Background: an optimization exercise with open tools, aiming at small area, a short achievable clock period and few clock cycles. Do not read the settings as production practice. No run shown here included a check of the RTL's function; only the layout flow was run.

==> run.sh <==
#!/bin/bash
# synth_recipe.tcl (not shown) runs the flow's synth.tcl, then flattens the netlist and writes it again
# the make line also repeats each setting of config.mk as NAME=value (left out here)
make -C /OpenROAD-flow-scripts/flow DESIGN_CONFIG=/design/flow/config.mk WORK_HOME=/design/flow/orfs CLKGATE_MAP_FILE= SYNTH_SCRIPT=/design/flow/synth_recipe.tcl finish
==> config.mk <==
export PLATFORM = sky130hd
export DESIGN_NAME = rvc_voice
export DESIGN_NICKNAME = rvc_voice
export VERILOG_FILES = /design/flow/design.v
export SDC_FILE = /design/flow/constraint.sdc
export NUM_CORES = 4
export LEC_CHECK = 0
export ABC_AREA = 1
export CAP_MARGIN = 20
export CORE_MARGIN = 2
export CORE_UTILIZATION = 40
export SLEW_MARGIN = 20
==> constraint.sdc <==
create_clock -name core_clock -period 55.0 [get_ports {clk}]
set_input_delay 11.0000 -clock core_clock [delete_from_list [all_inputs] [get_ports {clk}]]
set_output_delay 11.0000 -clock core_clock [all_outputs]
set_load 0.01 [all_outputs]
==> design.v <==
module lzc16 (
    input  wire [15:0] x,
    output reg  [3:0]  n           
);
    integer i;
    always @* begin
        n = 4'd0;
        for (i = 0; i < 16; i = i + 1)
            if (x[i]) n = 4'd15 - i[3:0];
    end
endmodule
module lzc28 (
    input  wire [27:0] x,
    output reg  [4:0]  n           
);
    integer i;
    always @* begin
        n = 5'd28;
        for (i = 0; i < 28; i = i + 1)
            if (x[i]) n = 5'd27 - i[4:0];
    end
endmodule
module lzc48 (
    input  wire [47:0] x,
    output reg  [5:0]  n           
);
    integer i;
    always @* begin
        n = 6'd48;
        for (i = 0; i < 48; i = i + 1)
            if (x[i]) n = 6'd47 - i[5:0];
    end
endmodule
module lzc24 (
    input  wire [23:0] x,
    output reg  [4:0]  n           
);
    integer i;
    always @* begin
        n = 5'd24;
        for (i = 0; i < 24; i = i + 1)
            if (x[i]) n = 5'd23 - i[4:0];
    end
endmodule
module fp32_mul (
    input  wire        sa,
    input  wire [23:0] ma,
    input  wire [8:0]  ea,
    input  wire        sb,
    input  wire [23:0] mb,
    input  wire [8:0]  eb,
    output wire [31:0] y
);
    wire [47:0] prod = ma * mb;
    wire        sign = sa ^ sb;
    wire [4:0] lza, lzb;
    lzc24 u_lza (.x(ma), .n(lza));
    lzc24 u_lzb (.x(mb), .n(lzb));
    wire        zero = lza[4] & lza[3] | lzb[4] & lzb[3];    
    wire [5:0]  l    = {1'b0, lza} + {1'b0, lzb};
    wire signed [11:0] t   = $signed({2'b0, ea} + {2'b0, eb}) - 12'sd127;
    wire               neg = t[11];
    wire               tge = !neg && (t >= $signed({6'd0, l}));   
    wire               tgt = !neg && (t >  $signed({6'd0, l}));   
    wire [5:0]  shl = tge ? l : t[5:0];
    wire [11:0] nt  = -t;
    wire [5:0]  shr = (nt > 12'd49) ? 6'd49 : nt[5:0];
    wire [47:0] wl = prod << shl;
    reg  [47:0] wr;
    reg         st_r;
    integer i;
    always @* begin
        wr = prod >> shr;
        st_r = 1'b0;
        for (i = 0; i < 48; i = i + 1)
            if (i < shr) st_r = st_r | prod[i];
    end
    wire [47:0] w1    = neg ? wr : wl;
    wire        extra = tgt & ~w1[47];                   
    wire [47:0] w     = extra ? {w1[46:0], 1'b0} : w1;
    wire        nrm   = tgt | (tge & w1[47]);            
    wire [9:0]  be    = {1'b0, ea} + {1'b0, eb} - 10'd126 - {4'd0, l} - {9'd0, extra};
    wire [7:0]  ef    = nrm ? be[7:0] : 8'd0;
    wire        guard  = w[23];
    wire        sticky = (|w[22:0]) | (neg & st_r);
    wire        inc    = guard & (sticky | w[24]);
    wire [30:0] pk     = {ef, w[46:24]} + {30'd0, inc};
    assign y = zero ? {sign, 31'd0} : {sign, pk};
endmodule
module fp32_add (
    input  wire [31:0] a,
    input  wire [31:0] b,
    output wire [31:0] y
);
    wire        swap = b[30:0] > a[30:0];
    wire [31:0] big  = swap ? b : a;
    wire [31:0] sml  = swap ? a : b;
    wire [7:0]  ebr  = big[30:23];
    wire [7:0]  esr  = sml[30:23];
    wire [7:0]  eb   = (ebr == 8'd0) ? 8'd1 : ebr;
    wire [7:0]  es   = (esr == 8'd0) ? 8'd1 : esr;
    wire [23:0] mb   = {ebr != 8'd0, big[22:0]};
    wire [23:0] ms   = {esr != 8'd0, sml[22:0]};
    wire [7:0]  d    = eb - es;
    reg  [26:0] al;
    reg         st;
    integer i;
    always @* begin
        al = {ms, 3'b000} >> d;
        st = 1'b0;
        for (i = 0; i < 24; i = i + 1)
            if (i + 3 < d) st = st | ms[i];
        al[0] = al[0] | st;
    end
    wire        sub = big[31] ^ sml[31];
    wire [27:0] sum = sub ? ({1'b0, mb, 3'b000} - {1'b0, al})
                          : ({1'b0, mb, 3'b000} + {1'b0, al});
    wire [4:0]  lz;
    lzc28 u_lz (.x(sum), .n(lz));
    wire        ovf = sum[27];
    wire [8:0]  lzm  = {4'd0, lz} - 9'd1;                  
    wire        lim  = !ovf && (lzm >= {1'b0, eb});         
    wire [4:0]  shl  = ovf ? 5'd0 : (lim ? (eb[4:0] - 5'd1) : lzm[4:0]);
    wire [27:0] wl   = sum << shl;
    wire [26:0] n    = ovf ? {sum[27:2], sum[1] | sum[0]} : wl[26:0];
    wire [8:0]  be   = ovf ? ({1'b0, eb} + 9'd1) : ({1'b0, eb} - lzm);
    wire [7:0]  ef   = lim ? 8'd0 : be[7:0];
    wire        inc  = n[2] & ((|n[1:0]) | n[3]);
    wire [30:0] pk   = {ef, n[25:3]} + {30'd0, inc};
    wire        sgn  = (sum == 28'd0) ? (a[31] & b[31]) : big[31];
    assign y = {sgn, (sum == 28'd0) ? 31'd0 : pk};
endmodule
module rvc_voice (
    input  wire        clk,
    input  wire        rst,           
    input  wire        cmd_valid,
    output wire        cmd_ready,
    input  wire [3:0]  cmd_op,
    input  wire [2:0]  cmd_voice,
    input  wire [31:0] cmd_data,
    output wire [14:0] mem_addr,      
    input  wire [15:0] mem_rdata,     
    output reg         out_valid,
    output reg  [31:0] out_l,
    output reg  [31:0] out_r,
    output reg         rd_valid,
    output reg  [31:0] rd_data
);
    localparam [3:0] OP_WR_VCTRL = 4'd1,
                     OP_WR_VLEN  = 4'd2,
                     OP_WR_VGAIN = 4'd3,
                     OP_WR_VPAN  = 4'd4,
                     OP_TRIGGER  = 4'd5,
                     OP_SAMPLE   = 4'd6,
                     OP_READ     = 4'd7;
    localparam [12:0] MAX_SAMPLES  = 13'd4096;
    localparam [31:0] DECAY_FACTOR = 32'h3F7D70A4;    
    localparam [31:0] DECAY_FLOOR  = 32'h3A800000;    
    localparam [31:0] F_ONE        = 32'h3F800000;
    localparam [3:0] S_IDLE = 4'd0,
                     S_TRG0 = 4'd1,    
                     S_TRG1 = 4'd2,    
                     S_V0   = 4'd3,    
                     S_V1   = 4'd4,    
                     S_V2   = 4'd5,    
                     S_V3   = 4'd6,    
                     S_V4   = 4'd7,    
                     S_V5   = 4'd8,    
                     S_DONE = 4'd9;
    reg  [7:0]  enabled, playing, decay_on;
    reg  [12:0] length    [0:7];
    reg  [11:0] pos       [0:7];
    reg  [30:0] gain      [0:7];      
    reg  [4:0]  pan       [0:7];
    reg  [31:0] decay_amp [0:7];
    reg  [3:0]  state;
    reg  [2:0]  vi;
    reg         rdy;          
    reg         in_v0;        
    reg  [31:0] acc;
    reg  [31:0] prod;
    reg  [30:0] bop;          
    reg  [14:0] maddr;
    reg  [15:0] x_raw;        
    reg  [31:0] x_fr;         
    reg         pend_r;       
    reg         rt_pend;      
    reg         c_en, c_pl, c_dc, c_aud, c_end;
    reg  [11:0] c_posn;
    reg  [4:0]  c_pan;
    integer k;
    function [31:0] pan_l;
        input [4:0] p;
        case (p)
            5'd0:  pan_l = 32'h3F800000;
            5'd1:  pan_l = 32'h3F7F069E;
            5'd2:  pan_l = 32'h3F7C1C5C;
            5'd3:  pan_l = 32'h3F7746EA;
            5'd4:  pan_l = 32'h3F708FB2;
            5'd5:  pan_l = 32'h3F6803CA;
            5'd6:  pan_l = 32'h3F5DB3D7;
            5'd7:  pan_l = 32'h3F51B3F3;
            5'd8:  pan_l = 32'h3F441B7D;
            5'd9:  pan_l = 32'h3F3504F3;
            5'd10: pan_l = 32'h3F248DBB;
            5'd11: pan_l = 32'h3F12D5E8;
            5'd12: pan_l = 32'h3F000000;
            5'd13: pan_l = 32'h3ED8616C;
            5'd14: pan_l = 32'h3EAF1D44;
            5'd15: pan_l = 32'h3E8483EE;
            5'd16: pan_l = 32'h3E31D0D4;
            5'd17: pan_l = 32'h3DB27EB6;
            default: pan_l = 32'h00000000;
        endcase
    endfunction
    function [30:0] clamp_gain;
        input [31:0] g;
        begin
            if ((g[30:23] == 8'hFF && g[22:0] != 23'd0) || g[31] || g[30:0] == 31'd0)
                clamp_gain = 31'd0;
            else if (g[30:0] >= F_ONE[30:0])
                clamp_gain = F_ONE[30:0];
            else
                clamp_gain = g[30:0];
        end
    endfunction
    wire [2:0]  vn    = vi + 3'd1;
    wire [2:0]  idx   = rdy ? cmd_voice : vn;
    wire        r_en  = enabled[idx];
    wire        r_pl  = playing[idx];
    wire        r_dc  = decay_on[idx];
    wire [12:0] r_len = length[idx];
    wire [11:0] r_pos = pos[idx];
    wire [30:0] r_gn  = gain[idx];
    wire [4:0]  r_pan = pan[idx];
    wire [31:0] r_da  = decay_amp[idx];
    wire [2:0]  vnn   = vi + 3'd2;
    wire [11:0] r_pnn = pos[vnn];         
    wire [15:0] x_mag = x_raw[15] ? (~x_raw + 16'd1) : x_raw;
    wire        ma_s  = rt_pend ? x_raw[15] : acc[31];
    wire [23:0] ma_m  = rt_pend ? {x_mag, 8'd0} : {acc[30:23] != 8'd0, acc[22:0]};
    wire [8:0]  ma_e  = rt_pend ? 9'd127 : ((acc[30:23] == 8'd0) ? 9'd1 : {1'b0, acc[30:23]});
    wire [30:0] mb_f  = in_v0 ? DECAY_FACTOR[30:0] : bop;
    wire [31:0] mul_y;
    fp32_mul u_mul (
        .sa(ma_s), .ma(ma_m), .ea(ma_e),
        .sb(1'b0), .mb({mb_f[30:23] != 8'd0, mb_f[22:0]}),
        .eb((mb_f[30:23] == 8'd0) ? 9'd1 : {1'b0, mb_f[30:23]}),
        .y(mul_y)
    );
    wire [3:0]  x_lz;
    lzc16 u_xlz (.x(x_mag), .n(x_lz));
    wire [15:0] x_nrm = x_mag << x_lz;
    wire [31:0] x_f   = (x_raw == 16'd0) ? 32'd0 :
                        {x_raw[15], 8'd127 - {4'd0, x_lz}, x_nrm[14:0], 8'd0};
    reg  [31:0] add_a, add_b;
    always @* begin
        add_a = acc;
        add_b = x_fr;
        if (state == S_V5) begin
            add_a = out_l; add_b = prod;
        end else if (pend_r) begin
            add_a = out_r; add_b = prod;
        end
    end
    wire [31:0] add_y;
    fp32_add u_add (.a(add_a), .b(add_b), .y(add_y));
    assign cmd_ready = rdy;
    assign mem_addr  = maddr;
    wire last_voice = (vi == 3'd7);
    wire [31:0] da0 = (rt_pend && vi == 3'd0) ? mul_y : decay_amp[0];
    wire [11:0] r_posn = r_pos + 12'd1;
    task next_voice;
        begin
            vi     <= vn;
            maddr  <= {vnn, r_pnn};
            acc    <= r_da;
            bop    <= r_gn;
            c_en   <= r_en;
            c_pl   <= r_pl;
            c_dc   <= r_dc;
            c_aud  <= r_da[30:0] > DECAY_FLOOR[30:0];
            c_end  <= {1'b0, r_posn} == r_len;
            c_posn <= r_posn;
            c_pan  <= r_pan;
            state  <= S_V0;
            in_v0  <= 1'b1;
        end
    endtask
    always @(posedge clk) begin
        x_raw <= mem_rdata;
        if (rst) begin
            state     <= S_IDLE;
            rdy       <= 1'b1;
            in_v0     <= 1'b0;
            maddr     <= 15'd0;
            vi        <= 3'd0;
            out_valid <= 1'b0;
            rd_valid  <= 1'b0;
            pend_r    <= 1'b0;
            rt_pend   <= 1'b0;
            enabled   <= 8'd0;
            playing   <= 8'd0;
            decay_on  <= 8'd0;
            for (k = 0; k < 8; k = k + 1) begin
                length[k]    <= 13'd0;
                pos[k]       <= 12'd0;
                gain[k]      <= F_ONE[30:0];
                pan[k]       <= 5'd9;
                decay_amp[k] <= 32'd0;
            end
        end else begin
            out_valid <= 1'b0;
            rd_valid  <= 1'b0;
            rt_pend   <= 1'b0;
            in_v0     <= 1'b0;
            if (pend_r) begin
                out_r  <= add_y;
                pend_r <= 1'b0;
            end
            case (state)
                S_IDLE: begin
                    if (rt_pend) decay_amp[vi] <= mul_y;
                    maddr <= (cmd_valid && cmd_op == OP_TRIGGER && r_en && r_pl) ? {cmd_voice, r_pos} : {3'd0, pos[0]};
                    bop   <= r_gn;
                    if (cmd_valid) begin
                        vi <= cmd_voice;
                        case (cmd_op)
                            OP_WR_VCTRL:
                                if (cmd_data[0] && !r_en && r_len != 13'd0)
                                    enabled[cmd_voice] <= 1'b1;
                            OP_WR_VLEN:
                                if (!r_en)
                                    length[cmd_voice] <= (cmd_data > {19'd0, MAX_SAMPLES}) ?
                                                         MAX_SAMPLES : cmd_data[12:0];
                            OP_WR_VGAIN:
                                gain[cmd_voice] <= clamp_gain(cmd_data);
                            OP_WR_VPAN:
                                pan[cmd_voice] <= (cmd_data > 32'd18) ? 5'd18 : cmd_data[4:0];
                            OP_TRIGGER:
                                if (r_en) begin
                                    if (!r_pl)
                                        playing[cmd_voice] <= 1'b1;
                                    else begin
                                        state <= S_TRG0;
                                        rdy   <= 1'b0;
                                        decay_on[cmd_voice] <= 1'b1;
                                        pos[cmd_voice]      <= 12'd0;
                                    end
                                end
                            OP_SAMPLE: begin
                                out_l  <= 32'd0;
                                out_r  <= 32'd0;
                                rdy    <= 1'b0;
                                vi     <= 3'd0;
                                maddr  <= {3'd1, pos[1]};
                                acc    <= da0;
                                bop    <= gain[0];
                                c_en   <= enabled[0];
                                c_pl   <= playing[0];
                                c_dc   <= decay_on[0];
                                c_aud  <= da0[30:0] > DECAY_FLOOR[30:0];
                                c_end  <= {1'b0, pos[0] + 12'd1} == length[0];
                                c_posn <= pos[0] + 12'd1;
                                c_pan  <= pan[0];
                                state  <= S_V0;
                                in_v0  <= 1'b1;
                            end
                            OP_READ: begin
                                rd_valid <= 1'b1;
                                case (cmd_data[2:0])
                                    3'd0: rd_data <= {29'd0, r_dc, r_pl, r_en};
                                    3'd1: rd_data <= {19'd0, r_len};
                                    3'd2: rd_data <= {1'b0, r_gn};
                                    3'd3: rd_data <= {27'd0, r_pan};
                                    3'd4: rd_data <= {20'd0, r_pos};
                                    3'd5: rd_data <= (rt_pend && cmd_voice == vi) ? mul_y : r_da;
                                    default: rd_data <= 32'd0;
                                endcase
                            end
                            default: ;
                        endcase
                    end
                end
                S_TRG0: state <= S_TRG1;
                S_TRG1: begin
                    maddr   <= {3'd0, pos[0]};
                    rt_pend <= 1'b1;
                    state   <= S_IDLE;
                    rdy     <= 1'b1;
                end
                S_V0: begin
                    acc <= 32'd0;
                    if (!c_en) begin
                        if (last_voice) state <= S_DONE;
                        else next_voice;
                    end else begin
                        if (c_dc) begin
                            if (c_aud) begin
                                decay_amp[vi] <= mul_y;
                                acc           <= mul_y;    
                            end else begin
                                decay_on[vi]  <= 1'b0;
                            end
                        end
                        state <= S_V1;
                    end
                end
                S_V1: begin
                    x_fr <= x_f;
                    if (c_pl) state <= S_V2;
                    else if (last_voice) state <= S_DONE;
                    else next_voice;
                end
                S_V2: begin
                    acc   <= add_y;
                    state <= S_V3;
                end
                S_V3: begin
                    acc <= mul_y;
                    bop <= pan_l(c_pan);
                    if (c_end) begin
                        playing[vi]   <= 1'b0;
                        decay_amp[vi] <= mul_y;
                        decay_on[vi]  <= 1'b1;
                        pos[vi]       <= 12'd0;
                    end else begin
                        pos[vi]       <= c_posn;
                    end
                    state <= S_V4;
                end
                S_V4: begin
                    prod  <= mul_y;
                    bop   <= pan_l(5'd18 - c_pan);
                    state <= S_V5;
                end
                S_V5: begin
                    out_l  <= add_y;
                    prod   <= mul_y;
                    pend_r <= 1'b1;
                    if (last_voice) state <= S_DONE;
                    else next_voice;
                end
                S_DONE: begin
                    maddr     <= {3'd0, pos[0]};
                    out_valid <= 1'b1;
                    state     <= S_IDLE;
                    rdy       <= 1'b1;
                end
                default: begin
                    state <= S_IDLE;
                    rdy   <= 1'b1;
                end
            endcase
        end
    end
endmodule
==> flow_summary.json, run 1 <==
{
  "firstDrtPassIters": 9,
  "holdPathEnd": "enabled[6]",
  "synth_edf_count": 978,
  "nFillCells": 22838,
  "finalHoldViolCount": 0,
  "cp-start-kind": "register",
  "synthTopCellsByCount": "2464 x nand2_1, 1897 x nor2_1, 1447 x inv_1",
  "outcome": "timing/DRC/antenna clean",
  "grt_pass1_vias": 82784,
  "fin_nets": 12628,
  "ys.flop_type": "edfxtp_1",
  "htreeDepth": 3,
  "initial_core_util": 0.403,
  "skew_ns": 0.109,
  "crit_required_ns": 55.54,
  "setup_viol": 0,
  "vias_per_cell": 5.82,
  "crit_arrival_ns": 19.72,
  "critPathSlowestCell": "o21ai_0",
  "synth_cell_type_count": 90,
  "min_from": "enabled[6]",
  "drv_cap": 0,
  "yosysWarningCount": 6,
  "drive_gt1_frac": 0.0517,
  "r2r_start": "state[3]",
  "core-area_um2": 225000,
  "gp_congestion": 1.01,
  "io_buffers": 171,
  "drv_slew": 0,
  "end_kind": "register",
  "post_cts_buffers": 0,
  "ant_nets": 0,
  "synth_xor_area_frac": 0.0150,
  "cp_max_fo": 47,
  "synth.top_cell.area_share": 0.324,
  "fin_crit_sh": 0.349,
  "whs_path_depth": 2,
  "chipWidth_um": 480,
  "r2r_setup_slack_ns": 35.82,
  "vias": 86241,
  "worstReg2RegEnd": "acc[16]",
  "post-synth-top-area-cell": "edfxtp_1",
  "synthToLayoutAreaGrowth_pct": 9.72,
  "grtUsageTotal": 0.327,
  "reg2regPathDepth": 89,
  "top_layer": "met5",
  "ys_top_cells_by_area": "edfxtp_1 32%, fa_1 11%, nand2_1 10%",
  "path_class": "register to register",
  "path_clk_slew_ns": 0.07,
  "cts_hold_buf": 0,
  "holdCritPathClass": "register to register",
  "max_stage_delay_ns": 1.03,
  "wl_met2_um": 171000,
  "timing.critical_path.mode_cell": "nand2_1",
  "clock_latency_ns": 0.83,
  "synth_most_common_cell": "nand2_1",
  "cts_repair_resize_count": 0,
  "tns_ns": 0,
  "synth_compound_area_frac": 0.146,
  "synth_top_family_by_area": "simple AND/OR/NAND/NOR gates",
  "grt_pass1_wl_um": 562000,
  "ys_async_sr_fraction": 0,
  "numClockSinks": 1073,
  "yosysSeqAreaShare": 0.345,
  "cts_tree": "yes",
  "fp.dieH_um": 480,
  "num_rows": 174,
  "syn_area_um2": 90600,
  "relSlewSlack": 0.172,
  "clock_path_buffers": 3,
  "numCtsBuffers": 116,
  "synth.avg_cell_area_um2": 7.65,
  "hpwlAfterDp_um": 294000,
  "rsz0062_at_grt": "no",
  "fmax_mhz": 52.1,
  "clockRootBuffer": "clkbuf_16",
  "min_period_ns": 19.18,
  "initialDrtViolationCount": 10526,
  "synth_fa_ha_area_frac": 0.158,
  "grt_max_degree": 172,
  "synth.area.mux_share": 0.00387,
  "route.layer.met1.wl_um": 157000,
  "route.detailed.drc": 0,
  "fin_cells": 14824,
  "antenna_found_initial": 24,
  "synth_cells": 11851,
  "drt-total-wl_um": 386000,
  "synth-seq-cells": 1073,
  "pin_count": 172,
  "avgRoutedWirePerCell_um": 26.0,
  "dr_wl_met3_um": 36400,
  "tightest_slew_ns": 1.24,
  "whs_ns": 0.447,
  "dp.cells": 14593,
  "die_area_um2": 230000,
  "yosys.area_share.simple": 0.239,
  "overflow": 0
}
==> cells by family after synthesis <==
logic type,after synthesis
compound gates,2286
xor+xnor,151
fa+ha+maj,849
buf+inv,2141
flops,1073
mux,35
other cells,1
simple gates,5315
==> state kept, by name, summed over array words and instances, names as in the netlist, 5 cells and up, named ones only <==
signal     flops
c_posn        12
gain         248
pan           40
acc           32
maddr         15
decay_amp    256
bop           31
length       104
rd_data       32
pos           96
x_raw         16
out_r         32
out_l         32
enabled        8
prod          32
playing        8
c_pan          5
x_fr          21
==> cell usage in the layout (no fill, tap or decap), types with 95 or more instances in the layout <==
cell | Yosys | routed
a21oi_1 | 427 | 425
buf_4 | 37 | 208
clkbuf_16 | 0 | 116
clkdlybuf4s50_1 | 0 | 170
edfxtp_1 | 978 | 978
fa_1 | 495 | 495
ha_1 | 354 | 354
inv_1 | 1447 | 1443
nand2_1 | 2464 | 2462
nand3_1 | 588 | 588
nand4_1 | 114 | 114
nor2_1 | 1897 | 1871
o21ai_0 | 1127 | 1118
o21ai_1 | 99 | 95
o221ai_1 | 141 | 141
o22ai_1 | 107 | 107
xor2_1 | 102 | 102
==> metal layers <==
metal,global-route usage,vias to the layer above
met2,0.510,4583
met3,0.0575,717
li1,-,38887
met1,0.442,42028
met4,0.152,26
met5,0,-
==> cell type report <==
class / instances / area (µm²) / share of cell area
clock buffer: 133 / 2980 / 0.0299
sequential: 1073 / 31300 / 0.315
inverter: 1497 / 5640 / 0.0567
clock inverter: 87 / 1160 / 0.0117
tap: 2992 / 3740 / 0.0377
timing repair buffer: 388 / 3430 / 0.0345
antenna: 9 / 22.5 / 0.000227
multi-input combinational: 8645 / 51200 / 0.515
==> worst max-delay path by stage <==
stage               startpoint       end  slack [ns]  cells after the start
floorplan            cmd_op[2]  out_l[0]       39.68                      8
global placement      state[3]   acc[16]       36.16                     92
detailed placement    state[3]   acc[16]       35.97                     89
CTS                   state[3]   acc[16]       36.01                     89
global route          state[3]   acc[18]       33.80                     89
finish                state[3]   acc[16]       35.82                     89
==> metrics by stage <==
stage	setup slack, ns	instance area, µm²	utilization
finish	35.82	99400	0.442
global route	33.80	99400	0.442
CTS	36.01	99400	0.441
detailed placement	35.97	95200	0.423
global placement	36.16	95100	0.423
floorplan	39.68	90700	-
==> worst max-delay path: cells and delay by family, from the launching register on <==
kind,cells,cell delay [ns]
compound gates,23,5.69
xor+xnor,3,0.68
fa+ha+maj,7,2.16
buf+inv,14,2.00
flops,1,0.40
simple gates,42,7.91
==> inputs of run 2 (changes only) <==
--- a/design.v
+++ b/design.v
@@ -1,46 +1,44 @@
-module lzc16 (
-    input  wire [15:0] x,
-    output reg  [3:0]  n           
-);
-    integer i;
-    always @* begin
-        n = 4'd0;
-        for (i = 0; i < 16; i = i + 1)
-            if (x[i]) n = 4'd15 - i[3:0];
-    end
-endmodule
-module lzc28 (
-    input  wire [27:0] x,
-    output reg  [4:0]  n           
+module lzc_r #(
+    parameter N = 5
+) (
+    input  wire [(1<<N)-1:0] x,
+    output wire              z,
+    output wire [N-1:0]      n
 );
-    integer i;
-    always @* begin
-        n = 5'd28;
-        for (i = 0; i < 28; i = i + 1)
-            if (x[i]) n = 5'd27 - i[4:0];
-    end
+    generate
+        if (N == 1) begin : g_leaf
+            assign z = ~x[1] & ~x[0];
+            assign n = ~x[1];
+        end else begin : g_node
+            wire         zh, zl;
+            wire [N-2:0] nh, nl;
+            lzc_r #(.N(N-1)) u_h (.x(x[(1<<N)-1:(1<<(N-1))]), .z(zh), .n(nh));
+            lzc_r #(.N(N-1)) u_l (.x(x[(1<<(N-1))-1:0]),      .z(zl), .n(nl));
+            assign z = zh & zl;
+            assign n = zh ? {1'b1, nl} : {1'b0, nh};
+        end
+    endgenerate
 endmodule
-module lzc48 (
-    input  wire [47:0] x,
-    output reg  [5:0]  n           
+module lzc16 (
+    input  wire [15:0] x,
+    output wire [3:0]  n           
 );
-    integer i;
-    always @* begin
-        n = 6'd48;
-        for (i = 0; i < 48; i = i + 1)
-            if (x[i]) n = 6'd47 - i[5:0];
-    end
+    wire z;
+    lzc_r #(.N(4)) u (.x(x), .z(z), .n(n));
 endmodule
 module lzc24 (
     input  wire [23:0] x,
-    output reg  [4:0]  n           
+    output wire [4:0]  n           
 );
-    integer i;
-    always @* begin
-        n = 5'd24;
-        for (i = 0; i < 24; i = i + 1)
-            if (x[i]) n = 5'd23 - i[4:0];
-    end
+    wire z;
+    lzc_r #(.N(5)) u (.x({x, 8'hFF}), .z(z), .n(n));
+endmodule
+module lzc28 (
+    input  wire [27:0] x,
+    output wire [4:0]  n           
+);
+    wire z;
+    lzc_r #(.N(5)) u (.x({x, 4'hF}), .z(z), .n(n));
 endmodule
 module fp32_mul (
     input  wire        sa,
@@ -51,7 +49,37 @@
     input  wire [8:0]  eb,
     output wire [31:0] y
 );
-    wire [47:0] prod = ma * mb;
+    wire [26:0] bx = {2'b00, mb, 1'b0};
+    reg  [47:0] rows [0:12];
+    reg  [12:0] negs;
+    integer i, j;
+    always @* begin
+        for (i = 0; i < 13; i = i + 1) begin : booth
+            reg b2, b1, b0, one, two, ng;
+            reg [24:0] sel;
+            b2 = bx[2*i+2]; b1 = bx[2*i+1]; b0 = bx[2*i];
+            one = b1 ^ b0;
+            two = (b2 & ~b1 & ~b0) | (~b2 & b1 & b0);
+            ng  = b2;
+            for (j = 0; j < 25; j = j + 1)
+                sel[j] = (one & (j < 24 ? ma[j] : 1'b0)) | (two & (j > 0 ? ma[j-1] : 1'b0));
+            if (i == 0)
+                rows[i] = {20'd0, ~ng, ng, ng, sel ^ {25{ng}}};
+            else if (i <= 10)
+                rows[i] = {21'd0, 1'b1, ~ng, sel ^ {25{ng}}} << (2 * i);
+            else
+                rows[i] = {22'd0, ~ng, sel ^ {25{ng}}} << (2 * i);
+            negs[i] = ng;
+        end
+    end
+    reg [47:0] negrow;
+    always @* begin
+        negrow = 48'd0;
+        for (i = 0; i < 13; i = i + 1) negrow[2*i] = negs[i];
+    end
+    wire [47:0] prod = rows[0] + rows[1] + rows[2] + rows[3] + rows[4] + rows[5] + rows[6] +
+                       rows[7] + rows[8] + rows[9] + rows[10] + rows[11] + rows[12] +
+                       negrow;
     wire        sign = sa ^ sb;
     wire [4:0] lza, lzb;
     lzc24 u_lza (.x(ma), .n(lza));
@@ -64,27 +92,22 @@
     wire               tgt = !neg && (t >  $signed({6'd0, l}));   
     wire [5:0]  shl = tge ? l : t[5:0];
     wire [11:0] nt  = -t;
-    wire [5:0]  shr = (nt > 12'd49) ? 6'd49 : nt[5:0];
-    wire [47:0] wl = prod << shl;
-    reg  [47:0] wr;
-    reg         st_r;
-    integer i;
-    always @* begin
-        wr = prod >> shr;
-        st_r = 1'b0;
-        for (i = 0; i < 48; i = i + 1)
-            if (i < shr) st_r = st_r | prod[i];
-    end
-    wire [47:0] w1    = neg ? wr : wl;
-    wire        extra = tgt & ~w1[47];                   
-    wire [47:0] w     = extra ? {w1[46:0], 1'b0} : w1;
-    wire        nrm   = tgt | (tge & w1[47]);            
+    wire [5:0]  shr = (nt > 12'd26) ? 6'd26 : nt[5:0];
+    wire [25:0] wl  = (prod << shl) >> 22;
+    wire [25:0] wr  = prod[47:22] >> shr;
+    wire [6:0]  m   = neg ? (7'd22 + {1'b0, shr}) : ((shl > 6'd22) ? 7'd0 : (7'd22 - {1'b0, shl}));
+    wire [47:0] msk = ~({48{1'b1}} << m);
+    wire        s21 = |(prod & msk);
+    wire [25:0] w1    = neg ? wr : wl;                   
+    wire        extra = tgt & ~w1[25];                   
+    wire [24:0] w     = extra ? w1[24:0] : w1[25:1];     
+    wire        guard  = w[0];
+    wire        sticky = s21 | (~extra & w1[0]);
+    wire        nrm   = tgt | (tge & w1[25]);            
     wire [9:0]  be    = {1'b0, ea} + {1'b0, eb} - 10'd126 - {4'd0, l} - {9'd0, extra};
     wire [7:0]  ef    = nrm ? be[7:0] : 8'd0;
-    wire        guard  = w[23];
-    wire        sticky = (|w[22:0]) | (neg & st_r);
-    wire        inc    = guard & (sticky | w[24]);
-    wire [30:0] pk     = {ef, w[46:24]} + {30'd0, inc};
+    wire        inc   = guard & (sticky | w[1]);
+    wire [30:0] pk    = {ef, w[23:1]} + {30'd0, inc};
     assign y = zero ? {sign, 31'd0} : {sign, pk};
 endmodule
 module fp32_add (
@@ -92,43 +115,45 @@
     input  wire [31:0] b,
     output wire [31:0] y
 );
+    wire [7:0]  ear = a[30:23];
+    wire [7:0]  ebr = b[30:23];
+    wire [7:0]  ea  = (ear == 8'd0) ? 8'd1 : ear;
+    wire [7:0]  eb  = (ebr == 8'd0) ? 8'd1 : ebr;
+    wire [23:0] ma  = {ear != 8'd0, a[22:0]};
+    wire [23:0] mb  = {ebr != 8'd0, b[22:0]};
     wire        swap = b[30:0] > a[30:0];
-    wire [31:0] big  = swap ? b : a;
-    wire [31:0] sml  = swap ? a : b;
-    wire [7:0]  ebr  = big[30:23];
-    wire [7:0]  esr  = sml[30:23];
-    wire [7:0]  eb   = (ebr == 8'd0) ? 8'd1 : ebr;
-    wire [7:0]  es   = (esr == 8'd0) ? 8'd1 : esr;
-    wire [23:0] mb   = {ebr != 8'd0, big[22:0]};
-    wire [23:0] ms   = {esr != 8'd0, sml[22:0]};
-    wire [7:0]  d    = eb - es;
-    reg  [26:0] al;
-    reg         st;
-    integer i;
-    always @* begin
-        al = {ms, 3'b000} >> d;
-        st = 1'b0;
-        for (i = 0; i < 24; i = i + 1)
-            if (i + 3 < d) st = st | ms[i];
-        al[0] = al[0] | st;
-    end
-    wire        sub = big[31] ^ sml[31];
-    wire [27:0] sum = sub ? ({1'b0, mb, 3'b000} - {1'b0, al})
-                          : ({1'b0, mb, 3'b000} + {1'b0, al});
+    wire [7:0]  dab  = ea - eb;
+    wire [7:0]  dba  = eb - ea;
+    wire [7:0]  d    = swap ? dba : dab;
+    wire [7:0]  ex   = swap ? eb : ea;
+    wire [23:0] mx   = swap ? mb : ma;
+    wire [23:0] my   = swap ? ma : mb;
+    wire        sx   = swap ? b[31] : a[31];
+    wire        sub  = a[31] ^ b[31];
+    wire        far  = d > 8'd26;
+    wire [4:0]  d5   = d[4:0];
+    wire [26:0] ext  = {my, 3'b000};
+    wire [26:0] sh   = far ? 27'd0 : (ext >> d5);
+    wire [26:0] msk  = far ? {27{1'b1}} : ~({27{1'b1}} << d5);
+    wire        st   = |(ext & msk);
+    wire [26:0] al   = {sh[26:1], sh[0] | st};
+    wire [27:0] sum = sub ? ({1'b0, mx, 3'b000} - {1'b0, al})
+                          : ({1'b0, mx, 3'b000} + {1'b0, al});
     wire [4:0]  lz;
     lzc28 u_lz (.x(sum), .n(lz));
-    wire        ovf = sum[27];
-    wire [8:0]  lzm  = {4'd0, lz} - 9'd1;                  
-    wire        lim  = !ovf && (lzm >= {1'b0, eb});         
-    wire [4:0]  shl  = ovf ? 5'd0 : (lim ? (eb[4:0] - 5'd1) : lzm[4:0]);
+    wire        zero = (sum == 28'd0);
+    wire        ovf  = sum[27];
+    wire [4:0]  lzm  = lz - 5'd1;                           
+    wire        lim  = !ovf && ({3'd0, lzm} >= ex);          
+    wire [4:0]  shl  = ovf ? 5'd0 : (lim ? (ex[4:0] - 5'd1) : lzm);
     wire [27:0] wl   = sum << shl;
     wire [26:0] n    = ovf ? {sum[27:2], sum[1] | sum[0]} : wl[26:0];
-    wire [8:0]  be   = ovf ? ({1'b0, eb} + 9'd1) : ({1'b0, eb} - lzm);
+    wire [8:0]  be   = ovf ? ({1'b0, ex} + 9'd1) : ({1'b0, ex} - {4'd0, lzm});
     wire [7:0]  ef   = lim ? 8'd0 : be[7:0];
     wire        inc  = n[2] & ((|n[1:0]) | n[3]);
     wire [30:0] pk   = {ef, n[25:3]} + {30'd0, inc};
-    wire        sgn  = (sum == 28'd0) ? (a[31] & b[31]) : big[31];
-    assign y = {sgn, (sum == 28'd0) ? 31'd0 : pk};
+    wire        sgn  = zero ? (a[31] & b[31]) : sx;
+    assign y = {sgn, zero ? 31'd0 : pk};
 endmodule
 module rvc_voice (
     input  wire        clk,
@@ -182,7 +207,6 @@
     reg  [30:0] bop;          
     reg  [14:0] maddr;
     reg  [15:0] x_raw;        
-    reg  [31:0] x_fr;         
     reg         pend_r;       
     reg         rt_pend;      
     reg         c_en, c_pl, c_dc, c_aud, c_end;
@@ -253,16 +277,13 @@
     wire [15:0] x_nrm = x_mag << x_lz;
     wire [31:0] x_f   = (x_raw == 16'd0) ? 32'd0 :
                         {x_raw[15], 8'd127 - {4'd0, x_lz}, x_nrm[14:0], 8'd0};
-    reg  [31:0] add_a, add_b;
+    reg  [31:0] add_a;
     always @* begin
         add_a = acc;
-        add_b = x_fr;
-        if (state == S_V5) begin
-            add_a = out_l; add_b = prod;
-        end else if (pend_r) begin
-            add_a = out_r; add_b = prod;
-        end
+        if (state == S_V5) add_a = out_l;
+        else if (pend_r)   add_a = out_r;
     end
+    wire [31:0] add_b = prod;
     wire [31:0] add_y;
     fp32_add u_add (.a(add_a), .b(add_b), .y(add_y));
     assign cmd_ready = rdy;
@@ -407,7 +428,7 @@
                     end
                 end
                 S_V1: begin
-                    x_fr <= x_f;
+                    prod <= x_f;
                     if (c_pl) state <= S_V2;
                     else if (last_voice) state <= S_DONE;
                     else next_voice;
==> flow_summary.json, run 2 <==
{
  "avgRoutedWirePerCell_um": 25.3,
  "initial_core_util": 0.402,
  "grt_max_degree": 199,
  "finalHoldViolCount": 0,
  "vias": 84745,
  "crit_required_ns": 55.72,
  "ys_async_sr_fraction": 0,
  "crit_path_start": "cmd_voice[0]",
  "synthToLayoutAreaGrowth_pct": 8.97,
  "drv_cap": 0,
  "final_cell_mix": "2116 x nand2_1, 1679 x nor2_1, 1255 x inv_1",
  "cp_max_fo": 114,
  "fmax_mhz": 59.0,
  "fin_crit_sh": 0.308,
  "hpwlAfterDp_um": 267000,
  "grt_pass1_vias": 79705,
  "gp_congestion": 0.978,
  "critPathSlowestCell": "buf_4",
  "rsz0062_at_grt": "no",
  "synth_cell_type_count": 93,
  "cts_tree": "yes",
  "firstDrtPassIters": 7,
  "yosysWarningCount": 3,
  "setup_viol": 0,
  "syn_area_um2": 87400,
  "initialDrtViolationCount": 11737,
  "min_period_ns": 16.96,
  "ys.flop_type": "edfxtp_1",
  "tightest_slew_ns": 1.23,
  "crit_chain": "clkdlybuf4s50_1 -> nand2_1 -> nand2_4 -> inv_8 -> buf_4 -> buf_4 -> buf_4 -> o21ai_0 -> o22ai_1 -> o21ai_0 -> o221ai_1 -> or2_2 -> o21ai_1 -> buf_4 -> nor2_1 -> nand3_1 -> nand2_1 -> inv_1 -> a31oi_1",
  "numClockSinks": 1052,
  "synth-seq-cells": 1052,
  "end_kind": "register",
  "synth.top_cell.area_share": 0.329,
  "post_cts_buffers": 0,
  "synth_cells": 11574,
  "dp.cells": 14099,
  "reg2regPathDepth": 83,
  "synthTopCellsByCount": "2119 x nand2_1, 1697 x nor2_1, 1261 x inv_1",
  "path_clk_slew_ns": 0.07,
  "ys_top_cells_by_area": "edfxtp_1 33%, nand2_1 9.1%, nor2_1 7.3%",
  "core-area_um2": 217000,
  "timing.critical_path.mode_cell": "buf_4",
  "synth_most_common_cell": "nand2_1",
  "post-synth-top-area-cell": "edfxtp_1",
  "clock_path_buffers": 3,
  "grt_pass1_wl_um": 527000,
  "die_area_um2": 222000,
  "r2r_start": "state[0]",
  "pin_count": 172,
  "cts_repair_resize_count": 0,
  "path_class": "input port to register",
  "top_register": "decay_amp",
  "fin_nets": 11997,
  "holdCritPathClass": "register to register",
  "largest_reg_flops": 256,
  "r2r_setup_slack_ns": 38.71,
  "vias_per_cell": 5.92,
  "reg_top3": "decay_amp (256), gain (248), length (104)",
  "route.detailed.drc": 0,
  "num_rows": 171,
  "cts_hold_buf": 0,
  "htreeDepth": 3,
  "tns_ns": 0,
  "numCtsBuffers": 113,
  "max_stage_delay_ns": 0.79,
  "clock_latency_ns": 0.81,
  "drv_slew": 0,
  "overflow": 0,
  "skew_ns": 0.109,
  "whs_path_depth": 2,
  "chipWidth_um": 471,
  "grtUsageTotal": 0.314,
  "relSlewSlack": 0.169,
  "final_common_cell": "nand2_1",
  "ant_nets": 0,
  "synth_edf_count": 957,
  "worstReg2RegEnd": "acc[14]",
  "drt-total-wl_um": 362000,
  "cp-start-kind": "input port",
  "synth.avg_cell_area_um2": 7.55,
  "fin_cells": 14317,
  "yosysSeqAreaShare": 0.351,
  "io_buffers": 171,
  "outcome": "timing/DRC/antenna clean",
  "crit_arrival_ns": 17.68,
  "fp.dieH_um": 471,
  "antenna_found_initial": 12,
  "clockRootBuffer": "clkbuf_16",
  "drive_gt1_frac": 0.0597
}
-- run 2: cell count changes after synthesis, moves of 36 or more --
cell	before	now
a21oi_1	427	481
fa_1	495	259
ha_1	354	318
inv_1	1447	1261
nand2_1	2464	2119
nand3_1	588	694
nand4_1	114	68
nor2_1	1897	1697
o21ai_0	1127	1077
o22ai_1	107	387
xor2_1	102	389
-- run 2: cell families after synthesis --
group,after synthesis,share of synthesized area
adders and majority gates,577,0.105
buffers and inverters,2006,0.0911
xor gates and xnor gates,433,0.0435
and+or+nand+nor,4939,0.238
AOI/OAI and AO/OA,2550,0.170
DFF,1052,0.351
other,1,0.0000429
muxes,16,0.00185
-- run 2: worst min path at each step --
stage	startpoint	end	slack, ns
after floorplan	enabled[2]	enabled[2]	0.43
after global placement	enabled[4]	enabled[4]	0.44
after detailed placement	enabled[2]	enabled[2]	0.44
after CTS	enabled[2]	enabled[2]	0.45
after global routing	enabled[2]	enabled[2]	0.47
final	enabled[2]	enabled[2]	0.45
-- run 2: cell type report --
class                           instances  area, µm²
Timing Repair Buffer                  340       3030
Inverter                             1332       5040
Clock inverter                         76        847
Sequential cell                      1052      30600
Tap cell                             2854       3570
Multi-Input combinational cell       8523      49100
Fill cell                           21924     122000
Clock buffer                          136       2940
Antenna cell                            4       10.0
-- run 2: critical path, delay by kind of cell --
| kind | cells | cell delay [ns] |
|---|---|---|
| AND/OR/NAND/NOR | 6 | 1.42 |
| AO/OA/AOI/OAI | 6 | 1.02 |
| buffers and inverters | 7 | 3.85 |
-- run 2: per-stage QoR --
step / hold slack (ns) / instance area, µm² / setup slack [ns] / util
after floorplan: 0.427 / 87400 / 40.15 / -
after global placement: 0.441 / 91300 / 37.39 / 0.421
after detailed placement: 0.439 / 91400 / 37.40 / 0.421
after CTS: 0.449 / 95100 / 38.25 / 0.438
after global routing: 0.467 / 95200 / 37.42 / 0.438
final: 0.451 / 95200 / 38.04 / 0.438
-- run 2: layer usage --
layer  vias up  global-route usage  wire length (µm)
met4        16               0.134             17300
met5         -                   0               103
met3       795              0.0596             36800
li1      38508                   -                 -
met2      4743               0.486            159000
met1     40683               0.427            148000
==> inputs of run 3 (changes only) <==
--- a/design.v
+++ b/design.v
@@ -204,6 +204,7 @@
     reg         in_v0;        
     reg  [31:0] acc;
     reg  [31:0] prod;
+    reg  [31:0] aop;          
     reg  [30:0] bop;          
     reg  [14:0] maddr;
     reg  [15:0] x_raw;        
@@ -277,18 +278,14 @@
     wire [15:0] x_nrm = x_mag << x_lz;
     wire [31:0] x_f   = (x_raw == 16'd0) ? 32'd0 :
                         {x_raw[15], 8'd127 - {4'd0, x_lz}, x_nrm[14:0], 8'd0};
-    reg  [31:0] add_a;
-    always @* begin
-        add_a = acc;
-        if (state == S_V5) add_a = out_l;
-        else if (pend_r)   add_a = out_r;
-    end
+    wire [31:0] add_a = aop;
     wire [31:0] add_b = prod;
     wire [31:0] add_y;
     fp32_add u_add (.a(add_a), .b(add_b), .y(add_y));
     assign cmd_ready = rdy;
     assign mem_addr  = maddr;
     wire last_voice = (vi == 3'd7);
+    wire [31:0] pan_v = pan_l((state == S_V3) ? c_pan : 5'd18 - c_pan);
     wire [31:0] da0 = (rt_pend && vi == 3'd0) ? mul_y : decay_amp[0];
     wire [11:0] r_posn = r_pos + 12'd1;
     task next_voice;
@@ -429,6 +426,7 @@
                 end
                 S_V1: begin
                     prod <= x_f;
+                    aop  <= acc;
                     if (c_pl) state <= S_V2;
                     else if (last_voice) state <= S_DONE;
                     else next_voice;
@@ -439,7 +437,7 @@
                 end
                 S_V3: begin
                     acc <= mul_y;
-                    bop <= pan_l(c_pan);
+                    bop <= pan_v;
                     if (c_end) begin
                         playing[vi]   <= 1'b0;
                         decay_amp[vi] <= mul_y;
@@ -452,12 +450,14 @@
                 end
                 S_V4: begin
                     prod  <= mul_y;
-                    bop   <= pan_l(5'd18 - c_pan);
+                    aop   <= out_l;
+                    bop   <= pan_v;
                     state <= S_V5;
                 end
                 S_V5: begin
                     out_l  <= add_y;
                     prod   <= mul_y;
+                    aop    <= out_r;
                     pend_r <= 1'b1;
                     if (last_voice) state <= S_DONE;
                     else next_voice;
==> flow_summary.json, run 3 <==
{
  "outcome": "timing/DRC/antenna clean",
  "yosysSeqAreaShare": 0.362,
  "top_register": "decay_amp",
  "avgRoutedWirePerCell_um": 25.1,
  "holdPathEnd": "enabled[2]",
  "grt_pass1_vias": 78195,
  "final_common_cell": "nand2_1",
  "path_class": "input port to register",
  "end_kind": "register",
  "clock_latency_ns": 0.82,
  "firstDrtPassIters": 9,
  "hpwlAfterDp_um": 257000,
  "crit_required_ns": 55.38,
  "vias": 83263,
  "numCtsBuffers": 112,
  "grt_pass1_wl_um": 513000,
  "syn_area_um2": 85800,
  "synth-seq-cells": 1057,
  "relSlewSlack": 0.220,
  "synth_most_common_cell": "nand2_1",
  "finalHoldViolCount": 0,
  "core-area_um2": 213000,
  "die_area_um2": 218000,
  "synth_edf_count": 989,
  "initial_core_util": 0.404,
  "skew_ns": 0.137,
  "grt_max_degree": 208,
  "multi_input_area_um2": 47500,
  "post_cts_buffers": 0,
  "overflow": 0,
  "fin_crit_sh": 0.310,
  "fmax_mhz": 58.7,
  "numClockSinks": 1057,
  "post-synth-top-area-cell": "edfxtp_1",
  "cp-start-kind": "input port",
  "cp_max_fo": 196,
  "io_buffers": 171,
  "final_cell_mix": "2111 x nand2_1, 1670 x nor2_1, 1174 x inv_1",
  "reg2regPathDepth": 76,
  "grtUsageTotal": 0.311,
  "whs_path_depth": 2,
  "worstReg2RegEnd": "acc[14]",
  "vias_per_cell": 5.94,
  "drive_gt1_frac": 0.0561,
  "drv_cap": 0,
  "synth.top_cell.area_share": 0.346,
  "cts_repair_resize_count": 0,
  "ant_nets": 0,
  "crit_arrival_ns": 17.41,
  "chipWidth_um": 467,
  "placed_area_um2": 90100,
  "synth.avg_cell_area_um2": 7.61,
  "min_from": "enabled[2]",
  "antenna_found_initial": 16,
  "r2r_setup_slack_ns": 38.71,
  "pin_count": 172,
  "drv_slew": 0,
  "seqCellArea_um2": 31100,
  "cts_hold_buf": 0,
  "holdCritPathClass": "register to register",
  "yosysWarningCount": 3,
  "synthTopCellsByCount": "2113 x nand2_1, 1685 x nor2_1, 1178 x inv_1",
  "drt-total-wl_um": 352000,
  "path_clk_slew_ns": 0.06,
  "fp.dieH_um": 467,
  "nFillCells": 21397,
  "setup_viol": 0,
  "ys.flop_type": "edfxtp_1",
  "largest_reg_flops": 256,
  "htreeDepth": 3,
  "r2r_start": "prod[22]",
  "synth_cells": 11274,
  "final_area_um2": 94000,
  "ys_top_cells_by_area": "edfxtp_1 35%, nand2_1 9.2%, nor2_1 7.4%",
  "tns_ns": 0,
  "ys_async_sr_fraction": 0,
  "initialDrtViolationCount": 11333,
  "num_rows": 169,
  "synth_cell_type_count": 81,
  "min_period_ns": 17.03,
  "cts_tree": "yes",
  "fin_nets": 11738,
  "synthToLayoutAreaGrowth_pct": 9.56,
  "rsz0062_at_grt": "no",
  "clockRootBuffer": "clkbuf_16",
  "gp_congestion": 0.986,
  "reg_top3": "decay_amp (256), gain (248), length (104)",
  "tightest_slew_ns": 1.15,
  "clock_path_buffers": 3,
  "route.detailed.drc": 0
}
==> run 3: cell count changes after synthesis, sizes merged, moves of 32 or more <==
cell and change:
inv -88, edfxtp +32, nand3 -57, o21ai -39, nor2 -33
==> run 3: kinds of logic after synthesis <==
family          synth area share
compound gates             0.168
xor+xnor                  0.0441
fa+ha+maj                  0.106
buf+inv                   0.0873
flops                      0.362
mux                      0.00128
other cells            0.0000437
simple gates               0.232
==> run 3: per-layer routing <==
| layer | GRT usage | vias to the layer above | share of wire |
|---|---|---|---|
| li1 | - | 37672 | - |
| met1 | 0.430 | 40057 | 0.41 |
| met4 | 0.119 | 18 | 0.043 |
| met2 | 0.477 | 4770 | 0.44 |
| met3 | 0.0661 | 746 | 0.11 |
| met5 | 0.000439 | - | 0.00026 |
==> run 3: critical path, cell delays in order <==
cell and delay (ns):
clkdlybuf4s50_1 0.80, nand2_1 0.17, nand2_4 0.51, buf_4 0.91, buf_12 0.63, o21ai_0 0.16
o221ai_1 0.24, o21ai_0 0.29, nor2_1 0.38, clkinv_1 0.38, nor3_2 0.26, a31oi_1 0.23
nor3_1 0.42, nand2_1 0.36, nand2_1 0.52
==> run 3: worst max path at each step <==
| stage | startpoint | endpoint | slack, ns | cells after the start |
|---|---|---|---|---|
| after detailed placement | cmd_voice[0] | pos[0][5] | 37.36 | 15 |
| after global routing | cmd_voice[0] | pos[0][2] | 37.55 | 15 |
| after floorplan | cmd_voice[1] | pos[2][0] | 40.43 | 17 |
| final | cmd_voice[0] | pos[0][1] | 37.97 | 15 |
| after CTS | cmd_voice[0] | pos[0][2] | 38.16 | 15 |
| after global placement | cmd_voice[0] | pos[0][0] | 37.47 | 15 |
==> run 3: final cells by class <==
cell class / count / share of cell area
well taps: 2821 / 0.0376
clock buffers: 145 / 0.0320
multi-input cells: 8311 / 0.506
diodes: 1 / 0.0000266
clock inverters: 63 / 0.00791
inverters: 1245 / 0.0500
repair buffers: 383 / 0.0361
flip-flops and latches: 1057 / 0.331
==> run 3: stage by stage <==
step,util,setup slack (ns),hold slack (ns),instances
floorplan,-,40.43,0.427,11281
global placement,0.424,37.47,0.443,13813
detailed placement,0.424,37.36,0.447,13814
CTS,0.442,38.16,0.457,14022
global route,0.442,37.55,0.482,14025
finish,0.442,37.97,0.456,14026
==> inputs of run 4 (changes only) <==
--- a/config.mk
+++ b/config.mk
@@ -8,5 +8,5 @@
 export ABC_AREA = 1
 export CAP_MARGIN = 20
 export CORE_MARGIN = 2
-export CORE_UTILIZATION = 40
+export CORE_UTILIZATION = 60
 export SLEW_MARGIN = 20
==> flow_summary.json, run 4 <==
{
  "fin_cells": 13064,
  "top_register": "decay_amp",
  "synth_edf_count": 989,
  "synth_cells": 11274,
  "synth.avg_cell_area_um2": 7.61,
  "rsz0062_at_grt": "no",
  "initialDrtViolationCount": 15292,
  "final_common_cell": "nand2_1",
  "chipWidth_um": 382,
  "fin_crit_sh": 0.292,
  "post_cts_buffers": 0,
  "num_rows": 138,
  "crit_chain": "clkdlybuf4s50_1 -> buf_4 -> nand2_1 -> o21ai_4 -> buf_4 -> buf_4 -> o21ai_0 -> o221ai_1 -> o21ai_0 -> nor2_1 -> clkinv_1 -> nor3_2 -> buf_4 -> a31oi_1 -> nor3_1 -> nand2_1 -> nand2_1",
  "grt_pass1_wl_um": 507000,
  "htreeDepth": 3,
  "syn_area_um2": 85800,
  "largest_reg_flops": 256,
  "cp_max_fo": 62,
  "end_kind": "register",
  "vias": 86569,
  "grt_pass1_vias": 81884,
  "outcome": "timing/DRC/antenna clean",
  "cts_hold_buf": 0,
  "clock_path_buffers": 3,
  "relSlewSlack": 0.132,
  "numClockSinks": 1057,
  "grtUsageTotal": 0.456,
  "critPathSlowestCell": "buf_4",
  "ys_top_cells_by_area": "edfxtp_1 35%, nand2_1 9.2%, nor2_1 7.4%",
  "crit_end": "pos[5][3]",
  "nFillCells": 11650,
  "whs_ns": 0.456,
  "die_area_um2": 146000,
  "crit_path_start": "cmd_voice[1]",
  "gp_congestion": 1.04,
  "cts_tree": "yes",
  "drv_slew": 0,
  "r2r_start": "bop[5]",
  "synth_cell_type_count": 81,
  "crit_arrival_ns": 16.39,
  "tightest_slew_ns": 1.30,
  "worstReg2RegEnd": "c_aud",
  "timing.critical_path.mode_cell": "buf_4",
  "synth.top_cell.area_share": 0.346,
  "drive_gt1_frac": 0.0526,
  "r2r_setup_slack_ns": 39.29,
  "clock_latency_ns": 0.81,
  "ys.flop_type": "edfxtp_1",
  "min_period_ns": 16.04,
  "post-synth-top-area-cell": "edfxtp_1",
  "initial_core_util": 0.605,
  "drt-total-wl_um": 343000,
  "route.detailed.drc": 0,
  "avgRoutedWirePerCell_um": 26.3,
  "reg_top3": "decay_amp (256), gain (248), length (104)",
  "fin_nets": 11702,
  "drv_cap": 0,
  "grt_max_degree": 221,
  "ys_async_sr_fraction": 0,
  "hpwlAfterDp_um": 248000,
  "clockRootBuffer": "clkbuf_16",
  "ant_nets": 0,
  "crit_required_ns": 55.35,
  "setup_viol": 0,
  "fmax_mhz": 62.4,
  "yosysSeqAreaShare": 0.362,
  "yosysWarningCount": 3,
  "synthToLayoutAreaGrowth_pct": 7.73,
  "dp.cells": 12851,
  "tns_ns": 0,
  "vias_per_cell": 6.63,
  "reg2regPathDepth": 63,
  "cts_repair_resize_count": 0,
  "core-area_um2": 142000,
  "synthTopCellsByCount": "2113 x nand2_1, 1685 x nor2_1, 1178 x inv_1",
  "final_cell_mix": "2111 x nand2_1, 1672 x nor2_1, 1175 x inv_1",
  "skew_ns": 0.105,
  "pin_count": 172,
  "synth-seq-cells": 1057,
  "path_clk_slew_ns": 0.06,
  "synth_most_common_cell": "nand2_1",
  "holdCritPathClass": "register to register",
  "path_class": "input port to register",
  "fp.dieH_um": 382,
  "firstDrtPassIters": 15,
  "max_stage_delay_ns": 0.65,
  "numCtsBuffers": 109,
  "antenna_found_initial": 15,
  "overflow": 0,
  "finalHoldViolCount": 0,
  "io_buffers": 171,
  "cp-start-kind": "input port"
}
==> run 4: cell counts after synthesis <==
Identical to the previous run, type by type.
==> run 4: layer usage <==
metal  up-vias  share of wire  global-route usage
met3      1726           0.14               0.132
met2      7366           0.43               0.698
met4         8          0.078               0.274
li1      37583              -                   -
met5         -        0.00015                   0
met1     39886           0.35               0.572
==> run 4: how the worst min path moves through the flow <==
stage	start	end	slack, ns	depth (start not counted)
6_report	enabled[6]	enabled[6]	0.46	2
5_1_grt	enabled[2]	enabled[2]	0.47	2
4_1_cts	enabled[4]	enabled[4]	0.45	2
3_5_place_dp	enabled[4]	enabled[4]	0.44	2
3_3_place_gp	enabled[4]	enabled[4]	0.44	2
2_1_floorplan	enabled[2]	enabled[2]	0.43	2
==> run 4: layout make-up <==
cell class / instances / area [µm²] / area share
clock inverters: 70 / 830 / 0.00898
diodes: 12 / 30.0 / 0.000325
clock buffers: 129 / 2820 / 0.0305
repair buffers: 350 / 3090 / 0.0334
multi-input cells: 8311 / 47500 / 0.514
well taps: 1890 / 2360 / 0.0256
flip-flops and latches: 1057 / 31100 / 0.336
inverters: 1245 / 4690 / 0.0508
==> run 4: cells by family (layout without fill, tap and decap cells) <==
group,Yosys count,in the layout,share of synthesized area
adders and majority gates,570,570,0.106
other,1,20,0.0000437
AOI/OAI and AO/OA,2485,2485,0.168
xor gates and xnor gates,432,432,0.0441
buffers and inverters,1913,1794,0.0873
DFF,1057,1057,0.362
muxes,11,11,0.00128
and+or+nand+nor,4805,4805,0.232
==> run 4: worst max-delay path: cells and delay by family <==
kind	cells	cell delay [ns]
compound gates	5	1.04
buf+inv	6	2.56
simple gates	6	1.73
==> run 4: per-stage QoR <==
step                      worst slack [ns]  area [µm²]   util
after CTS                            39.27       92300  0.651
after detailed placement             38.54       88700  0.626
after floorplan                      40.43       85800      -
after global routing                 38.23       92400  0.652
final                                38.96       92400  0.652
after global placement               38.63       88700  0.626
==> inputs of run 5 (changes only) <==
--- a/config.mk
+++ b/config.mk
@@ -6,7 +6,7 @@
 export NUM_CORES = 4
 export LEC_CHECK = 0
 export ABC_AREA = 1
-export CAP_MARGIN = 20
+export CAP_MARGIN = 50
 export CORE_MARGIN = 2
-export CORE_UTILIZATION = 60
-export SLEW_MARGIN = 20
+export CORE_UTILIZATION = 40
+export SLEW_MARGIN = 70
==> flow_summary.json, run 5 <==
{
  "outcome": "timing/DRC/antenna clean",
  "firstDrtPassIters": 9,
  "synth_cells": 11274,
  "drt-total-wl_um": 354000,
  "critPathSlowestCell": "clkdlybuf4s50_1",
  "grt_pass1_vias": 78549,
  "drive_gt1_frac": 0.0917,
  "num_rows": 169,
  "rsz0062_at_grt": "no",
  "final_cell_mix": "2039 x nand2_1, 1641 x nor2_1, 1149 x inv_1",
  "end_kind": "register",
  "grt_max_degree": 87,
  "clock_path_buffers": 3,
  "setup_viol": 0,
  "synthTopCellsByCount": "2113 x nand2_1, 1685 x nor2_1, 1178 x inv_1",
  "post_cts_buffers": 0,
  "min_period_ns": 15.20,
  "whs_path_depth": 2,
  "ant_nets": 0,
  "fin_nets": 11808,
  "initial_core_util": 0.404,
  "io_buffers": 171,
  "clock_latency_ns": 0.80,
  "synthToLayoutAreaGrowth_pct": 13.0,
  "skew_ns": 0.104,
  "cp-start-kind": "input port",
  "synth.avg_cell_area_um2": 7.61,
  "gp_congestion": 0.986,
  "worstReg2RegEnd": "c_aud",
  "synth-seq-cells": 1057,
  "min_from": "enabled[2]",
  "holdCritPathClass": "register to register",
  "path_clk_slew_ns": 0.06,
  "numClockSinks": 1057,
  "cp_max_fo": 86,
  "max_stage_delay_ns": 0.46,
  "drv_slew": 0,
  "cts_tree": "yes",
  "cts_repair_resize_count": 0,
  "fin_crit_sh": 0.276,
  "fp.dieH_um": 467,
  "synth_cell_type_count": 81,
  "fmax_mhz": 65.8,
  "syn_area_um2": 85800,
  "ys.flop_type": "edfxtp_1",
  "dp_slack_ns": 38.86,
  "r2r_setup_slack_ns": 40.21,
  "crit_arrival_ns": 15.63,
  "clockRootBuffer": "clkbuf_16",
  "tns_ns": 0,
  "initialDrtViolationCount": 10963,
  "nFillCells": 21085,
  "antenna_found_initial": 11,
  "reg2regPathDepth": 81,
  "final_common_cell": "nand2_1",
  "vias": 83693,
  "r2r_start": "x_raw[0]",
  "htreeDepth": 3,
  "drv_cap": 0,
  "overflow": 0,
  "avgRoutedWirePerCell_um": 25.1,
  "holdPathEnd": "enabled[2]",
  "worst_slack_ns": 39.80,
  "synth_most_common_cell": "nand2_1",
  "ys_async_sr_fraction": 0,
  "vias_per_cell": 5.94,
  "core-area_um2": 213000,
  "route.detailed.drc": 0,
  "synth_edf_count": 989,
  "largest_reg_flops": 256,
  "pin_count": 172,
  "reg_top3": "decay_amp (256), gain (248), length (104)",
  "crit_chain": "clkdlybuf4s50_1 -> buf_4 -> nand2_1 -> o21ai_4 -> buf_4 -> inv_12 -> buf_8 -> buf_8 -> a21oi_1 -> o21ai_0 -> nand3_1 -> o21ai_2 -> nor2_1 -> clkinv_1 -> nor3_2 -> a31oi_2 -> nor3_1 -> nand2_1 -> nand2_2",
  "top_register": "decay_amp",
  "path_class": "input port to register",
  "yosysWarningCount": 3,
  "cts_hold_buf": 0,
  "hpwlAfterDp_um": 262000,
  "ys_top_cells_by_area": "edfxtp_1 35%, nand2_1 9.2%, nor2_1 7.4%",
  "grtUsageTotal": 0.314,
  "finalHoldViolCount": 0,
  "crit_required_ns": 55.42,
  "post-synth-top-area-cell": "edfxtp_1",
  "die_area_um2": 218000,
  "chipWidth_um": 467,
  "numCtsBuffers": 112,
  "synth.top_cell.area_share": 0.346,
  "yosysSeqAreaShare": 0.362,
  "grt_pass1_wl_um": 517000
}
==> run 5: area by class of cell <==
class	instances	area [µm²]	area share
diodes	3	7.51	0.0000775
clock buffers	140	2930	0.0302
clock inverters	65	693	0.00715
inverters	1245	4800	0.0495
multi-input cells	8311	49500	0.511
flip-flops and latches	1057	31100	0.321
well taps	2821	3530	0.0364
repair buffers	453	4410	0.0455
==> run 5: worst max-delay path by stage <==
| stage | from | cells after the start | slack [ns] | end |
|---|---|---|---|---|
| finish | cmd_voice[1] | 19 | 39.80 | pos[2][9] |
| global route | x_raw[0] | 82 | 39.19 | c_aud |
| CTS | cmd_voice[1] | 19 | 39.65 | pos[0][2] |
| detailed placement | cmd_voice[1] | 19 | 38.86 | pos[0][5] |
| global placement | cmd_voice[0] | 15 | 37.47 | pos[0][0] |
| floorplan | cmd_voice[1] | 17 | 40.43 | pos[2][0] |
==> run 5: cell families (layout without fill, tap and decap cells) <==
kind of cell    after synthesis  after routing  share of synthesized area
fa+ha+maj                   570            570                      0.106
flops                      1057           1057                      0.362
xor+xnor                    432            432                     0.0441
simple gates               4805           4805                      0.232
compound gates             2485           2485                      0.168
mux                          11             11                    0.00128
buf+inv                    1913           1903                     0.0873
other cells                   1             11                  0.0000437
==> run 5: critical path, delay by kind of cell <==
family / cells / cell delay (ns)
buffers and inverters: 7 / 2.03
and+or+nand+nor: 7 / 1.73
AOI/OAI and AO/OA: 5 / 0.74
==> run 5: layer usage <==
metal  GRT usage  part of all wire
met5     0.00242           0.00023
met4       0.118             0.043
met3      0.0700              0.11
met2       0.484              0.44
met1       0.429              0.41
==> run 5: per-stage QoR <==
step	utilization	hold slack, ns	cells	cell area (µm²)
2_1_floorplan	-	0.427	11281	85800
4_1_cts	0.454	0.457	14087	96500
3_3_place_gp	0.424	0.443	13813	90100
6_report	0.456	0.453	14095	96900
5_1_grt	0.456	0.485	14092	96900
3_5_place_dp	0.437	0.447	13882	92900

re-timing with driven ports:
The results above use ideal ports. As a check the final layouts listed here were re-extracted and re-timed, cells and wires unchanged.
Step 1 sets driving cells, clkbuf_16 on the clock port and buf_2 on the other inputs (assumed; they add their load-dependent delay and slew).
Step 2 adds t to the input delays and takes it off the output delays; t is the mean of the earliest and latest rising clock arrival at the registers after step 1. Input paths then give back, and output paths get back, about the clock's delay inside the block.
Slacks: no drivers / after step 1 / after step 2; pairs: no drivers / after step 1.
| run | t, ns | setup WS [ns] | latest minus earliest clock arrival (ns) | worst register clock-pin slew, ns |
|---|---|---|---|---|
| run 1 | 0.869 | 35.819 / 35.819 / 35.819 | 0.114 / 0.113 | 0.10 / 0.10 |
| run 2 | 0.853 | 38.041 / 38.069 / 37.216 | 0.118 / 0.118 | 0.08 / 0.08 |
| run 3 | 0.833 | 37.974 / 37.989 / 37.156 | 0.138 / 0.138 | 0.07 / 0.07 |
| run 4 | 0.852 | 38.963 / 39.031 / 38.179 | 0.111 / 0.112 | 0.07 / 0.07 |
| run 5 | 0.836 | 39.796 / 39.860 / 39.024 | 0.108 / 0.108 | 0.07 / 0.07 |
After both steps every run listed still meets setup and hold. The setup slack of run 2, which loses most, moves by +0.028 ns with the drivers and by -0.825 ns with both steps.
